Source: an optimization exercise on an open RTL-to-GDS flow (aim: small area, a short achievable clock period and few clock cycles per item). Production flows keep margins and buffers that such runs may drop.

==> inputs of v10 <==
==> flow/design.v <==
module feistel_core (
    input  wire         clk,
    input  wire         rst,       
    input  wire         start,     
    input  wire         alg,       
    input  wire         dir,       
    input  wire         chain,     
    input  wire         first,     
    input  wire [127:0] key,       
    input  wire [63:0]  iv,        
    input  wire [63:0]  din,       
    output wire         ready,
    output wire         done,      
    output wire [63:0]  dout       
);
    localparam [31:0] DELTA = 32'h9e3779b9;
    function [31:0] bswap(input [31:0] x);
        bswap = {x[7:0], x[15:8], x[23:16], x[31:24]};
    endfunction
    reg         busy;
    reg         done_r;
    reg         ready_r;       
    reg  [5:0]  h;             
    reg         alg_r, dir_r, chain_r;
    reg  [31:0] k0, k1, k2, k3;
    reg  [31:0] ta, sb;        
    reg  [63:0] prev;          
    reg  [63:0] last_ct;       
    wire [63:0] prev_in = first ? iv : last_ct;
    wire [63:0] blk_in  = (chain && !dir) ? (din ^ prev_in) : din;
    wire [31:0] in_v0   = bswap(blk_in[31:0]);
    wire [31:0] in_v1   = bswap(blk_in[63:32]);
    wire [31:0] sum_tab [0:32];
    genvar gi;
    generate
        for (gi = 0; gi <= 32; gi = gi + 1) begin : g_tab
            assign sum_tab[gi] = gi * DELTA;
        end
    endgenerate
    wire [5:0]  q      = {1'b0, h[5:1]} + {5'd0, alg_r ? dir_r : h[0]};
    wire [5:0]  m_n    = dir_r ? (6'd32 - q) : (q + 6'd1);
    wire [31:0] s_n    = sum_tab[m_n];
    wire        tgt1_n = ~h[0] ^ dir_r;
    wire [1:0]  kidx_n = alg_r ? (tgt1_n ? s_n[12:11] : s_n[1:0]) : {tgt1_n, 1'b0};
    reg  [31:0] s_r;
    reg  [3:0]  ksel_r;
    reg         tgt1_r;
    reg         last_r;
    reg         last_dec;
    reg         first_r;
    always @(posedge clk) begin
        if (busy) begin
            s_r    <= s_n;
            ksel_r <= 4'd1 << kidx_n;
            tgt1_r <= tgt1_n;
            last_r <= (h == 6'd62);
            last_dec <= (h == 6'd62) && dir_r;
            first_r <= 1'b0;
        end else begin
            s_r    <= dir ? 32'hc6ef3720 : (alg ? 32'd0 : DELTA);
            ksel_r <= dir ? 4'b0100 : 4'b0001;
            tgt1_r <= dir;
            last_r <= 1'b0;
            last_dec <= 1'b0;
            first_r <= 1'b1;
        end
    end
    wire        tgt1 = tgt1_r;
    wire        last = last_r;
    wire [31:0] s = s_r;
    wire [31:0] kx = ({32{ksel_r[0]}} & k0) | ({32{ksel_r[1]}} & k1) |
                     ({32{ksel_r[2]}} & k2) | ({32{ksel_r[3]}} & k3);
    wire [31:0] ky = tgt1 ? k3 : k1;
    wire [31:0] a1, a2, a3;
    feistel_add32 u_a1 (.a((sb << 4) ^ (alg_r ? (sb >> 5) : 32'd0)), .b(alg_r ? sb : kx),
                        .ci(1'b0), .y(a1));
    feistel_add32 u_a2 (.a(s), .b(alg_r ? kx : sb), .ci(1'b0), .y(a2));
    feistel_add32 u_a3 (.a(sb >> 5), .b(ky), .ci(1'b0), .y(a3));
    wire [31:0] f  = a1 ^ a2 ^ (alg_r ? 32'd0 : a3);
    wire [31:0] nb;
    feistel_add32 u_nb (.a(ta), .b(f ^ {32{dir_r}}), .ci(dir_r), .y(nb));
    assign dout  = {bswap(sb), bswap(ta)} ^ prev;
    assign ready = ready_r;
    assign done  = done_r;
    always @(posedge clk) begin
        if (rst) begin
            busy    <= 1'b0;
            ready_r <= 1'b1;
            done_r  <= 1'b0;
        end else begin
            done_r  <= busy && last;
            if (!busy) begin
                busy    <= start;
                ready_r <= !start;
            end else if (last) begin
                busy    <= 1'b0;
                ready_r <= 1'b1;
            end
        end
    end
    always @(posedge clk) begin
        h <= busy ? (h + 6'd1) : 6'd0;
        if (!busy) begin
            alg_r   <= alg;
            dir_r   <= dir;
            chain_r <= chain;
            k0      <= bswap(key[31:0]);
            k1      <= bswap(key[63:32]);
            k2      <= bswap(key[95:64]);
            k3      <= bswap(key[127:96]);
            ta      <= dir ? in_v1 : in_v0;
            sb      <= dir ? in_v0 : in_v1;
            prev    <= (chain && dir) ? prev_in : 64'd0;
        end else if (last_dec) begin
            ta      <= nb;
        end else begin
            ta      <= sb;
            sb      <= nb;
        end
        if (busy && (dir_r ? first_r : last))
            last_ct <= {bswap(dir_r ? ta : nb), bswap(sb)};
    end
endmodule
module feistel_add32 (
    input  wire [31:0] a, b,
    input  wire        ci,
    output wire [31:0] y
);
    wire [31:0] p = a ^ b;
    wire [31:0] g0 = (a & b) | {31'd0, p[0] & ci};
    wire [31:0] t0 = p;
    wire [31:0] g1, t1, g2, t2, g3, t3, g4, t4, g5, t5;
    genvar i;
    generate
        for (i = 0; i < 32; i = i + 1) begin : g_l1
            if (i & 1) begin : g_c
                assign g1[i] = g0[i] | (t0[i] & g0[i - 1]);
                assign t1[i] = t0[i] & t0[i - 1];
            end else begin : g_p
                assign g1[i] = g0[i];
                assign t1[i] = t0[i];
            end
        end
        for (i = 0; i < 32; i = i + 1) begin : g_l2
            if (i & 2) begin : g_c
                assign g2[i] = g1[i] | (t1[i] & g1[(i & ~3) + 1]);
                assign t2[i] = t1[i] & t1[(i & ~3) + 1];
            end else begin : g_p
                assign g2[i] = g1[i];
                assign t2[i] = t1[i];
            end
        end
        for (i = 0; i < 32; i = i + 1) begin : g_l3
            if (i & 4) begin : g_c
                assign g3[i] = g2[i] | (t2[i] & g2[(i & ~7) + 3]);
                assign t3[i] = t2[i] & t2[(i & ~7) + 3];
            end else begin : g_p
                assign g3[i] = g2[i];
                assign t3[i] = t2[i];
            end
        end
        for (i = 0; i < 32; i = i + 1) begin : g_l4
            if (i & 8) begin : g_c
                assign g4[i] = g3[i] | (t3[i] & g3[(i & ~15) + 7]);
                assign t4[i] = t3[i] & t3[(i & ~15) + 7];
            end else begin : g_p
                assign g4[i] = g3[i];
                assign t4[i] = t3[i];
            end
        end
        for (i = 0; i < 32; i = i + 1) begin : g_l5
            if (i & 16) begin : g_c
                assign g5[i] = g4[i] | (t4[i] & g4[15]);
                assign t5[i] = t4[i] & t4[15];
            end else begin : g_p
                assign g5[i] = g4[i];
                assign t5[i] = t4[i];
            end
        end
    endgenerate
    assign y = p ^ {g5[30:0], ci};
endmodule
==> flow/flow/run.sh <==
#!/bin/bash
# The standard layout, with the smallest buffer on each port in place of the
# delay buffer that buffer_ports picks by default, and timing repair aiming
# for a shorter period than the clock's.
bash standard.sh BUFFER_PORTS_ARGS="-buffer_cell sky130_fd_sc_hd__buf_1" SETUP_SLACK_MARGIN=14 CTS_CLUSTER_SIZE=30 CTS_CLUSTER_DIAMETER=80 finish > standard.log 2>&1
==> flow/standard.sh <==
#!/bin/bash
# synth_recipe.tcl (not shown) runs the flow's synth.tcl, then flattens the netlist and writes it again
# the make line also repeats each setting of config.mk as NAME=value (left out here)
make -C /OpenROAD-flow-scripts/flow DESIGN_CONFIG=/design/flow/config.mk WORK_HOME=/design/flow/orfs CLKGATE_MAP_FILE= SYNTH_SCRIPT=/design/flow/synth_recipe.tcl "${@:-finish}"
==> flow/config.mk <==
export PLATFORM = sky130hd
export DESIGN_NAME = feistel_core
export DESIGN_NICKNAME = feistel_core
export VERILOG_FILES = /design/flow/design.v
export SDC_FILE = /design/flow/constraint.sdc
export NUM_CORES = 4
export LEC_CHECK = 0
export CAP_MARGIN = 20
export CORE_MARGIN = 2
export CORE_UTILIZATION = 40
export SLEW_MARGIN = 20
==> flow/constraint.sdc <==
create_clock -name core_clock -period 20.0 [get_ports {clk}]
set_input_delay 4.0000 -clock core_clock [delete_from_list [all_inputs] [get_ports {clk}]]
set_output_delay 4.0000 -clock core_clock [all_outputs]
set_load 0.01 [all_outputs]
==> inputs of v17, as changes to v10 <==
--- a/flow/design.v
+++ b/flow/design.v
@@ -28,2 +28,4 @@
     reg  [63:0] last_ct;       
+    reg         out_enc;       
+    reg         out_xor;       
     wire [63:0] prev_in = first ? iv : last_ct;
@@ -45,6 +47,5 @@
     reg  [31:0] s_r;
-    reg  [3:0]  ksel_r;
+    reg  [1:0]  kidx_r;
     reg         tgt1_r;
     reg         last_r;
-    reg         last_dec;
     reg         first_r;
@@ -53,6 +54,5 @@
             s_r    <= s_n;
-            ksel_r <= 4'd1 << kidx_n;
+            kidx_r <= kidx_n;
             tgt1_r <= tgt1_n;
             last_r <= (h == 6'd62);
-            last_dec <= (h == 6'd62) && dir_r;
             first_r <= 1'b0;
@@ -60,6 +60,5 @@
             s_r    <= dir ? 32'hc6ef3720 : (alg ? 32'd0 : DELTA);
-            ksel_r <= dir ? 4'b0100 : 4'b0001;
+            kidx_r <= {dir, 1'b0};
             tgt1_r <= dir;
             last_r <= 1'b0;
-            last_dec <= 1'b0;
             first_r <= 1'b1;
@@ -70,4 +69,11 @@
     wire [31:0] s = s_r;
-    wire [31:0] kx = ({32{ksel_r[0]}} & k0) | ({32{ksel_r[1]}} & k1) |
-                     ({32{ksel_r[2]}} & k2) | ({32{ksel_r[3]}} & k3);
+    reg  [31:0] kx;
+    always @* begin
+        case (kidx_r)
+            2'd0:    kx = k0;
+            2'd1:    kx = k1;
+            2'd2:    kx = k2;
+            default: kx = k3;
+        endcase
+    end
     wire [31:0] ky = tgt1 ? k3 : k1;
@@ -81,3 +87,6 @@
     feistel_add32 u_nb (.a(ta), .b(f ^ {32{dir_r}}), .ci(dir_r), .y(nb));
-    assign dout  = {bswap(sb), bswap(ta)} ^ prev;
+    wire [31:0] r_v0 = out_enc ? ta : sb;
+    wire [31:0] r_v1 = out_enc ? sb : ta;
+    wire [63:0] blk_out = {bswap(r_v1), bswap(r_v0)};
+    assign dout  = out_xor ? (blk_out ^ prev) : blk_out;
     assign ready = ready_r;
@@ -112,5 +121,5 @@
             sb      <= dir ? in_v0 : in_v1;
-            prev    <= (chain && dir) ? prev_in : 64'd0;
-        end else if (last_dec) begin
-            ta      <= nb;
+            prev    <= prev_in;
+            out_enc <= !dir;
+            out_xor <= chain && dir;
         end else begin
==> flow/flow/run.sh (replaced) <==
#!/bin/bash
# The standard layout, with the smallest buffer on each port in place of the
# delay buffer that buffer_ports picks by default, and timing repair aiming
# for a shorter period than the clock's.
bash standard.sh BUFFER_PORTS_ARGS="-buffer_cell sky130_fd_sc_hd__buf_1" SETUP_SLACK_MARGIN=14 CTS_BUF_LIST=sky130_fd_sc_hd__clkbuf_8 finish > standard.log 2>&1
==> impl_metrics.xml <==
<?xml version="1.0" encoding="UTF-8"?>
<metrics>
  <group name="synth">
    <metric name="synth_sequential_area_ratio" unit="%">41.1</metric>
  </group>
  <group name="critical_path">
    <metric name="critical_path_required" unit="ps">20340</metric>
    <metric name="worst_r2r_startpoint" unit="">kidx_r[0]</metric>
  </group>
  <group name="route">
    <metric name="wl_met3" unit="µm">4790</metric>
    <metric name="wirelength_met1" unit="µm">34500</metric>
  </group>
  <group name="global_route">
    <metric name="grt_first_pass_wirelength" unit="µm">116000</metric>
    <metric name="grt_max_degree" unit="">83</metric>
  </group>
  <group name="status">
    <metric name="run_status" unit="">finished clean</metric>
  </group>
</metrics>
Source of the figures above: v17

==> impl_metrics.xml <==
<?xml version="1.0" encoding="UTF-8"?>
<metrics>
  <group name="layout">
    <metric name="buffers" unit="">412</metric>
  </group>
  <group name="global_route">
    <metric name="grt_first_pass_wirelength" unit="µm">119000</metric>
  </group>
  <group name="timing">
    <metric name="setup-violations-final" unit="">0</metric>
    <metric name="setup_slack_after_layout" unit="ps">14060</metric>
  </group>
  <group name="synth">
    <metric name="synth_adder_area_share" unit="%">7.99</metric>
    <metric name="synth_sequential_area_ratio" unit="%">42.4</metric>
  </group>
  <group name="route">
    <metric name="wl_met3" unit="µm">6080</metric>
    <metric name="wirelength_met1" unit="µm">36100</metric>
  </group>
  <group name="critical_path">
    <metric name="worst_r2r_startpoint" unit="">ksel_r[0]</metric>
  </group>
  <group name="status">
    <metric name="run_status" unit="">finished clean</metric>
  </group>
  <group name="floorplanning">
    <metric name="die_width" unit="µm">251</metric>
  </group>
</metrics>
Source of the figures above: v10

Function was not checked in any run of this note: the RTL went through the layout flow alone.

## re-timing with driven ports
In the flow no input, the clock included, has a driving cell. The finished layouts below were timed again as built, in two steps. Step 1 (the two cells are an assumption about what drives the block):
set clk [get_ports {clk}]
set_driving_cell -lib_cell sky130_fd_sc_hd__clkbuf_16 $clk
set_driving_cell -lib_cell sky130_fd_sc_hd__buf_2 [delete_from_list [all_inputs] $clk]
Step 2, shift: input delay + t, output delay - t, t = (earliest + latest rising clock arrival at the registers) / 2. This alone moves slack from input paths to output paths. a / b / c = ideal ports / drivers / drivers and shift; a / b = the first two.
| run | t, ns | slack for setup (ns) | clock arrival spread, ns | slew at the worst register clock pin (ns) | cell pins on the clock port's net |
|---|---|---|---|---|---|
| v10 | 0.646 | 14.059 / 14.059 / 13.578 | 0.030 / 0.030 | 0.11 / 0.11 | 1 |
| v17 | 0.693 | 13.431 / 13.431 / 13.431 | 0.036 / 0.037 | 0.07 / 0.07 | 1 |
After both steps setup and hold are still met in every run listed. For v10, which loses most, drivers alone change the setup slack by 0.000 ns; drivers and shift together by -0.481 ns.
